Source: an optimization exercise on an open RTL-to-GDS flow (aim: a short achievable clock period and few clock cycles). Production flows keep margins and buffers that such runs may drop.
Function was checked by simulation only, so behaviour that the tests miss may differ from the original.
No activity file was given, so power comes from the tool's default toggle rates.

==> build 45: inputs <==
// tc_core
module tc_core (
    input  wire         clk,
    input  wire         rst,         
    input  wire [31:0]  prog_len,
    output wire [31:0]  imem_addr,
    input  wire [127:0] imem_data,
    output wire [1:0]   run_state,
    output wire [1:0]   cause,
    output wire [31:0]  r0,
    output wire [31:0]  r1,
    output wire [31:0]  r2,
    output wire [31:0]  r3
);
clock: 12.0 ns
lec_check: 0
abc_clock_period_in_ps: 3500
cap_margin: 20
core_margin: 2
core_utilization: 38
gpl_timing_driven: 1
place_density: 0.58
slew_margin: 20
tns_end_percent: 10
standard.sh (not shown) runs the stock make flow with config.mk's settings and CLKGATE_MAP_FILE= SYNTH_SCRIPT=/design/flow/synth_recipe.tcl, a recipe that flattens the netlist after the stock synthesis.
==> flow/flow/run.sh <==
#!/bin/bash
# The standard layout (standard.sh: the standard flow's synthesis, floorplan, placement, CTS,
# routing and finish, with the standard flow's constraints), with two changes to how it optimises:
#  - the setup repair aims for more slack than the design's clock period needs
#    (SETUP_SLACK_MARGIN, ns), so that the achieved period comes out short;
#  - the port buffers are plain buf_4 cells instead of the slow delay buffers that
#    buffer_ports picks by default (every input and output still gets its buffer).
# make's output goes to standard.log; ORFS writes each tool's own log under orfs/logs.
set -euo pipefail
export SETUP_SLACK_MARGIN=8.5
export BUFFER_PORTS_ARGS="-buffer_cell sky130_fd_sc_hd__buf_4"
bash standard.sh > standard.log 2>&1
==> inputs of trial 39, as changes to build 45 <==
--- a/flow/design.v
+++ b/flow/design.v
@@ -120,15 +120,15 @@
     wire f_f1  = pend && lo_add && rd1 && !rd2;
     wire f_f2  = pend && lo_add && rd2 && !rd1;
     wire sdep = pend && sc_v && (((sc_s1[2:0] | sc_s2[2:0]) & id_d) != 3'd0);
     wire [3:0]  so  = rd1 ? s2 : s1;
     wire [31:0] co  = rd1 ? c2 : c1;
     wire [31:0] oth = ({32{so[0]}} & x1) | ({32{so[1]}} & x2) |
                       ({32{so[2]}} & x3) | ({32{so[3]}} & co);
-    wire f_odep = m2v && ((so[2:0] & m2d) != 3'd0);
+    wire f_odep = m2v;       
     wire f_dep = pend && (((rd1 || rd2) && !f_f1 && !f_f2) || ((f_f1 || f_f2) && f_odep));
     wire f_oor = first ? ($signed(prog_len) <= 32'sd0)
                        : ($signed(fpc) < 32'sd0 || $signed(fpc) >= $signed(plen));
     wire [31:0] fpc_inc = fpc + 32'd1;
     wire [31:0] fpc_dec = fpc - 32'd1;
     wire [31:0] b_inc   = f_b + 32'd1;
     reg        hs, h1, h2;
- CORE_UTILIZATION: 38 -> 45
- PLACE_DENSITY: 0.58 -> 0.6
==> inputs of build 24, as changes to build 45 <==
--- a/flow/design.v
+++ b/flow/design.v
@@ -53,19 +53,17 @@
     reg [3:0]  id_s1, id_s2;     
     reg [31:0] id_c1, id_c2;     
     reg [2:0]  id_d;             
     reg        id_pred;          
     reg        id_gj;            
     reg        id_dep;           
     reg        id_f1, id_f2;     
-    reg [31:0] id_oth;           
+    reg [4:0]  id_so;            
     reg [3:0]  id_ms1, id_ms2;   
     reg [31:0] id_mc1, id_mc2;
-    reg        id_fix;           
-    reg [31:0] id_ipn;           
     reg        id_sv;            
     reg        id_sgt;
     reg [3:0]  id_ss1, id_ss2;
     reg [31:0] id_sc1, id_sc2;
     reg            m2v;
     reg [32*R-1:0] m2rows;
     reg [NTOP-1:0] m2top;
@@ -94,42 +92,34 @@
     wire f_fault = op_ok && ((a_reg && !a_ok) || (b_reg && !b_ok) || !c_ok);
     wire c_zero = c_ok && (f_c[1:0] == 2'd0);
     wire f_jump = op_ok && !f_fault && c_zero;            
     wire f_fold = f_jump && is_setr;                       
     wire f_pred = f_jump && (is_gt || is_eq);
     wire f_gj   = f_jump && !is_setr && !is_gt && !is_eq;
     wire f_exec = op_ok && !f_fault && !f_fold;
-    wire n_c0   = (f_c[1:0] == 2'd0);
-    wire n_fold = (o == 4'd4) && n_c0;
-    wire n_pred = (o >= 4'd6) && (o <= 4'd11) && n_c0;
-    wire n_stop = (o <= 4'd3 || o == 4'd5) && n_c0;
-    wire n_fix  = !op_hi0 && (n_fold || n_pred || n_stop);
+    wire c_is0  = (f_c == 32'd0);
+    wire n_fold = is_setr && c_is0;
+    wire n_pred = (is_gt || is_eq) && c_is0;
+    wire n_stop = (is_add || is_mul || (op_hi0 && o == 4'd5)) && c_is0;
     wire [1:0] ra = f_a[1:0];
     wire [1:0] rb = f_b[1:0];
     wire [3:0] s1 = !a_reg ? 4'b1000 :
                     (ra == 2'd1) ? 4'b0001 : (ra == 2'd2) ? 4'b0010 : (ra == 2'd3) ? 4'b0100 : 4'b1000;
     wire [3:0] s2 = !b_reg ? 4'b1000 :
                     (rb == 2'd1) ? 4'b0001 : (rb == 2'd2) ? 4'b0010 : (rb == 2'd3) ? 4'b0100 : 4'b1000;
     wire [31:0] c1 = (a_reg) ? fpc : f_a;      
     wire [31:0] c2 = (b_reg) ? fpc : f_b;
     wire [2:0] dsel = {f_c[1:0] == 2'd3, f_c[1:0] == 2'd2, f_c[1:0] == 2'd1};
     wire pend = idv && id_exec && id_mul && !id_gj;    
     wire rd1 = (s1[2:0] & id_d) != 3'd0;               
     wire rd2 = (s2[2:0] & id_d) != 3'd0;
-    wire lo_add = (o == 4'd0) || (o == 4'd1);
-    wire lo_mul = (o == 4'd2) || (o == 4'd3);
-    wire f_f1  = pend && lo_add && rd1 && !rd2;
-    wire f_f2  = pend && lo_add && rd2 && !rd1;
+    wire f_f1  = pend && is_add && rd1 && !rd2;
+    wire f_f2  = pend && is_add && rd2 && !rd1;
     wire sdep = pend && sc_v && (((sc_s1[2:0] | sc_s2[2:0]) & id_d) != 3'd0);
-    wire [3:0]  so  = rd1 ? s2 : s1;
-    wire [31:0] co  = rd1 ? c2 : c1;
-    wire [31:0] oth = ({32{so[0]}} & x1) | ({32{so[1]}} & x2) |
-                      ({32{so[2]}} & x3) | ({32{so[3]}} & co);
-    wire f_odep = m2v && ((so[2:0] & m2d) != 3'd0);
-    wire f_dep = pend && (((rd1 || rd2) && !f_f1 && !f_f2) || ((f_f1 || f_f2) && f_odep));
+    wire f_dep = pend && (rd1 || rd2) && !f_f1 && !f_f2;
     wire f_oor = first ? ($signed(prog_len) <= 32'sd0)
                        : ($signed(fpc) < 32'sd0 || $signed(fpc) >= $signed(plen));
     wire [31:0] fpc_inc = fpc + 32'd1;
     wire [31:0] fpc_dec = fpc - 32'd1;
     wire [31:0] b_inc   = f_b + 32'd1;
     reg        hs, h1, h2;
     reg [31:0] ts, t1, t2;
@@ -168,22 +158,23 @@
                 hc_s2 = hc_s2 | cs2[k];
                 hc_c1 = hc_c1 | cc1[k];
                 hc_c2 = hc_c2 | cc2[k];
             end
         end
     end
     wire [31:0] fpc_e = hc ? ptgt : nseq;      
-    wire [31:0] fpc_r = rd_go ? rd_inc : fpc_e;
     wire [31:0] v1 = ({32{id_s1[0]}} & x1) | ({32{id_s1[1]}} & x2) |
                      ({32{id_s1[2]}} & x3) | ({32{id_s1[3]}} & id_c1);
     wire [31:0] v2 = ({32{id_s2[0]}} & x1) | ({32{id_s2[1]}} & x2) |
                      ({32{id_s2[2]}} & x3) | ({32{id_s2[3]}} & id_c2);
     wire [31:0] sum_n;
     tc_add32 u_addn (.a(v1), .b(v2), .s(sum_n));
-    wire [31:0] other = id_oth;
+    wire [31:0] other = ({32{id_so[0]}} & x1) | ({32{id_so[1]}} & x2) |
+                        ({32{id_so[2]}} & x3) | ({32{id_so[3]}} & id_c1) |
+                        ({32{id_so[4]}} & id_c2);
     wire [31:0] pr0, pr1;
     tc_red_m u_red (.rows(m2rows), .top(m2top), .s0(pr0), .s1(pr1));
     wire [31:0] mres;
     tc_add32 u_mres (.a(pr0), .b(pr1), .s(mres));
     wire [31:0] fs0 = pr0 ^ pr1 ^ other;
     wire [31:0] fs1 = {(pr0[30:0] & pr1[30:0]) | (pr0[30:0] & other[30:0]) | (pr1[30:0] & other[30:0]), 1'b0};
     wire [31:0] sum_f;
@@ -220,26 +211,18 @@
     wire smis    = s_go && id_sv && !sres;              
     wire e_go    = s_go && !smis;                       
     wire e_halt  = e_go && id_oor;
     wire e_fault = e_go && id_fault;
     wire e_do    = e_go && id_exec;
     wire e_wr    = e_do && !id_mul && !id_gj && !id_pred;
     wire mispred = e_do && id_pred && !(id_gt ? gt : eq);
-    wire fixr    = e_go && id_fix;
-    wire e_safe  = !idv || (!id_oor && !id_fault && !id_pred && !id_gj && !stall && !id_sv && !id_fix &&
+    wire e_safe  = !idv || (!id_oor && !id_fault && !id_pred && !id_gj && !stall && !id_sv &&
                             !(id_exec && id_mul));
     wire f_live  = running && !fstop && !rd_go;
     wire f_halt  = f_live && f_oor && e_safe;           
-    wire redir1  = smis || mispred;
-    wire redir   = redir1 || fixr;
-    wire sel_f   = !redir && !rd_go && n_fold;
-    wire sel_p   = !redir && !rd_go && n_pred;
-    wire sel_e   = !redir && !(!rd_go && (n_fold || n_pred));
-    wire [31:0] fpc_d = ({32{redir1}} & tgt1) | ({32{fixr}} & id_ipn) | ({32{sel_f}} & b_inc) |
-                        ({32{sel_p}} & ptgt) | ({32{sel_e}} & fpc_r);
     always @(posedge clk) begin
         if (rst) begin
             run    <= RUNNING;
             x0     <= 32'd0;
             x1     <= 32'd0;
             x2     <= 32'd0;
             x3     <= 32'd0;
@@ -274,20 +257,26 @@
                 jp     <= jp + 2'd1;
             end
             if (cf_v) begin
                 cv[cp]  <= 1'b1;
                 cp      <= cp + 2'd1;
             end
             rd_go <= (e_do && id_gj && !id_mul) || m2gj;
-            if (!stall) fpc <= fpc_d;
             if (!stall) begin
-                idv  <= f_live && !redir && !rd_go;
-                sc_v <= f_live && !redir && !rd_go &&
+                if (smis || mispred)  fpc <= tgt1;
+                else if (rd_go)       fpc <= rd_inc;
+                else if (n_fold)      fpc <= b_inc;
+                else if (n_pred)      fpc <= ptgt;
+                else                  fpc <= fpc_e;
+            end
+            if (!stall) begin
+                idv  <= f_live && !smis && !mispred && !rd_go;
+                sc_v <= f_live && !smis && !mispred && !rd_go &&
                         !f_oor && !n_stop && !n_fold && !n_pred && hc;
-                if (redir || rd_go) fstop <= 1'b0;
+                if (smis || mispred || rd_go) fstop <= 1'b0;
                 else if (f_live && (f_oor || n_stop)) fstop <= 1'b1;
             end
         end
     end
     always @(posedge clk) begin
         if (first) plen <= prog_len;
         m2rows <= rows;
@@ -319,39 +308,37 @@
         end
         if (stall) begin
             id_dep <= 1'b0;
             id_f1  <= 1'b0;
             id_f2  <= 1'b0;
         end else begin
             id_ip    <= fpc;
-            id_ipn   <= fpc_inc;
-            id_fix   <= !f_oor && n_fix;
             id_oor   <= f_oor;
             id_fault <= !f_oor && f_fault;
             id_exec  <= !f_oor && f_exec;
             id_add   <= is_add;
             id_mul   <= is_mul;
             id_copy  <= is_copy;
             id_gt    <= is_gt;
             id_eq    <= is_eq;
             id_s1    <= s1;
             id_s2    <= s2;
             id_c1    <= c1;
             id_c2    <= c2;
-            id_ms1   <= lo_mul ? s1 : 4'd0;    
-            id_ms2   <= lo_mul ? s2 : 4'd0;    
-            id_mc1   <= lo_mul ? c1 : 32'd0;
-            id_mc2   <= lo_mul ? c2 : 32'd0;
+            id_ms1   <= is_mul ? s1 : 4'd0;    
+            id_ms2   <= is_mul ? s2 : 4'd0;    
+            id_mc1   <= is_mul ? c1 : 32'd0;
+            id_mc2   <= is_mul ? c2 : 32'd0;
             id_d     <= c_zero ? 3'd0 : dsel;
             id_pred  <= !f_oor && f_pred;
             id_gj    <= !f_oor && f_gj;
-            id_dep   <= (!f_oor && f_dep) || sdep;    
-            id_f1    <= f_f1 && !f_odep;
-            id_f2    <= f_f2 && !f_odep;
-            id_oth   <= oth;
+            id_dep   <= (!f_oor && f_exec && f_dep) || sdep;
+            id_f1    <= !f_oor && f_exec && f_f1;
+            id_f2    <= !f_oor && f_exec && f_f2;
+            id_so    <= rd1 ? {s2[3], 1'b0, s2[2:0]} : {1'b0, s1[3], s1[2:0]};    
             id_sv    <= sc_v;
             id_sgt   <= sc_gt;
             id_ss1   <= sc_s1;
             id_ss2   <= sc_s2;
             id_sc1   <= sc_c1;
             id_sc2   <= sc_c2;
         end
- CORE_UTILIZATION: 38 -> 45
- PLACE_DENSITY: 0.58 -> 0.6
==> comparison table <==
Status: trial 39 no timing/DRC/antenna violations; build 45 no timing/DRC/antenna violations; build 24 no timing/DRC/antenna violations
Clock distribution power: trial 39 0.00623 W; build 45 0.00664 W; build 24 0.00614 W
Final Net Count: trial 39 9865; build 45 9993; build 24 9796
Required time at the endpoint of the critical path: trial 39 12.72 ns; build 45 12.63 ns; build 24 12.66 ns
Share of power burned in the clock network: trial 39 0.436; build 45 0.453; build 24 0.459
Filler-free cell count of the finished design: trial 39 12.3k; build 45 12.9k; build 24 12.1k
Combinational group power: trial 39 0.00125 W; build 45 0.00119 W; build 24 0.000805 W
Number of buffers inserted during clock tree synthesis: trial 39 192; build 45 195; build 24 181
Combined area of the multi-input logic cells: trial 39 48400 sq um; build 45 48900 sq um; build 24 47100 sq um
Worst-case vdd ir drop: trial 39 148 uV; build 45 172 uV; build 24 163 uV
Final design utilization: trial 39 0.563; build 45 0.493; build 24 0.562
Number of placed instances, taps included: trial 39 11.4k; build 45 11.8k; build 24 11.1k
P_leak: trial 39 45.6 nW; build 45 47.4 nW; build 24 44.4 nW
Area share of the largest cell type after synthesis: trial 39 0.397; build 45 0.401; build 24 0.389
Total number of multi-input combinational cells: trial 39 5874; build 45 5827; build 24 5796
Register bit total from synthesis: trial 39 1731; build 45 1731; build 24 1671
Register Area: trial 39 47600 sq um; build 45 47600 sq um; build 24 45900 sq um
Testbench counts of build 45, summed over its fixed seeds: cycles 47,804.
Testbench counts of trial 39, summed over its fixed seeds: cycles 47,804.
Testbench counts of build 24, summed over its fixed seeds: cycles 47,802.

static timing again, ports no longer ideal:
The results above use ideal ports. As a check the final layouts listed here were re-extracted and re-timed, cells and wires unchanged. Step 1 assumes that a clkbuf_16 drives the clock port and a buf_2 every other input. Step 2, shift: input delay + t, output delay - t, t = (earliest + latest rising clock arrival at the registers) / 2. This alone moves slack from input paths to output paths. Three values: ideal, step 1, step 2; two values: the first two.
run	shift t [ns]	setup slack, ns	worst data-port slew with drivers (ns)
build 45	0.981	7.313 / 7.313 / 6.493	0.35
trial 39	0.977	7.240 / 7.240 / 6.693	0.14
build 24	0.975	7.038 / 7.038 / 6.214	0.29
After both steps setup and hold are still met in every run listed. For build 24, which loses most, drivers alone change the setup slack by 0.000 ns; drivers and shift together by -0.824 ns.
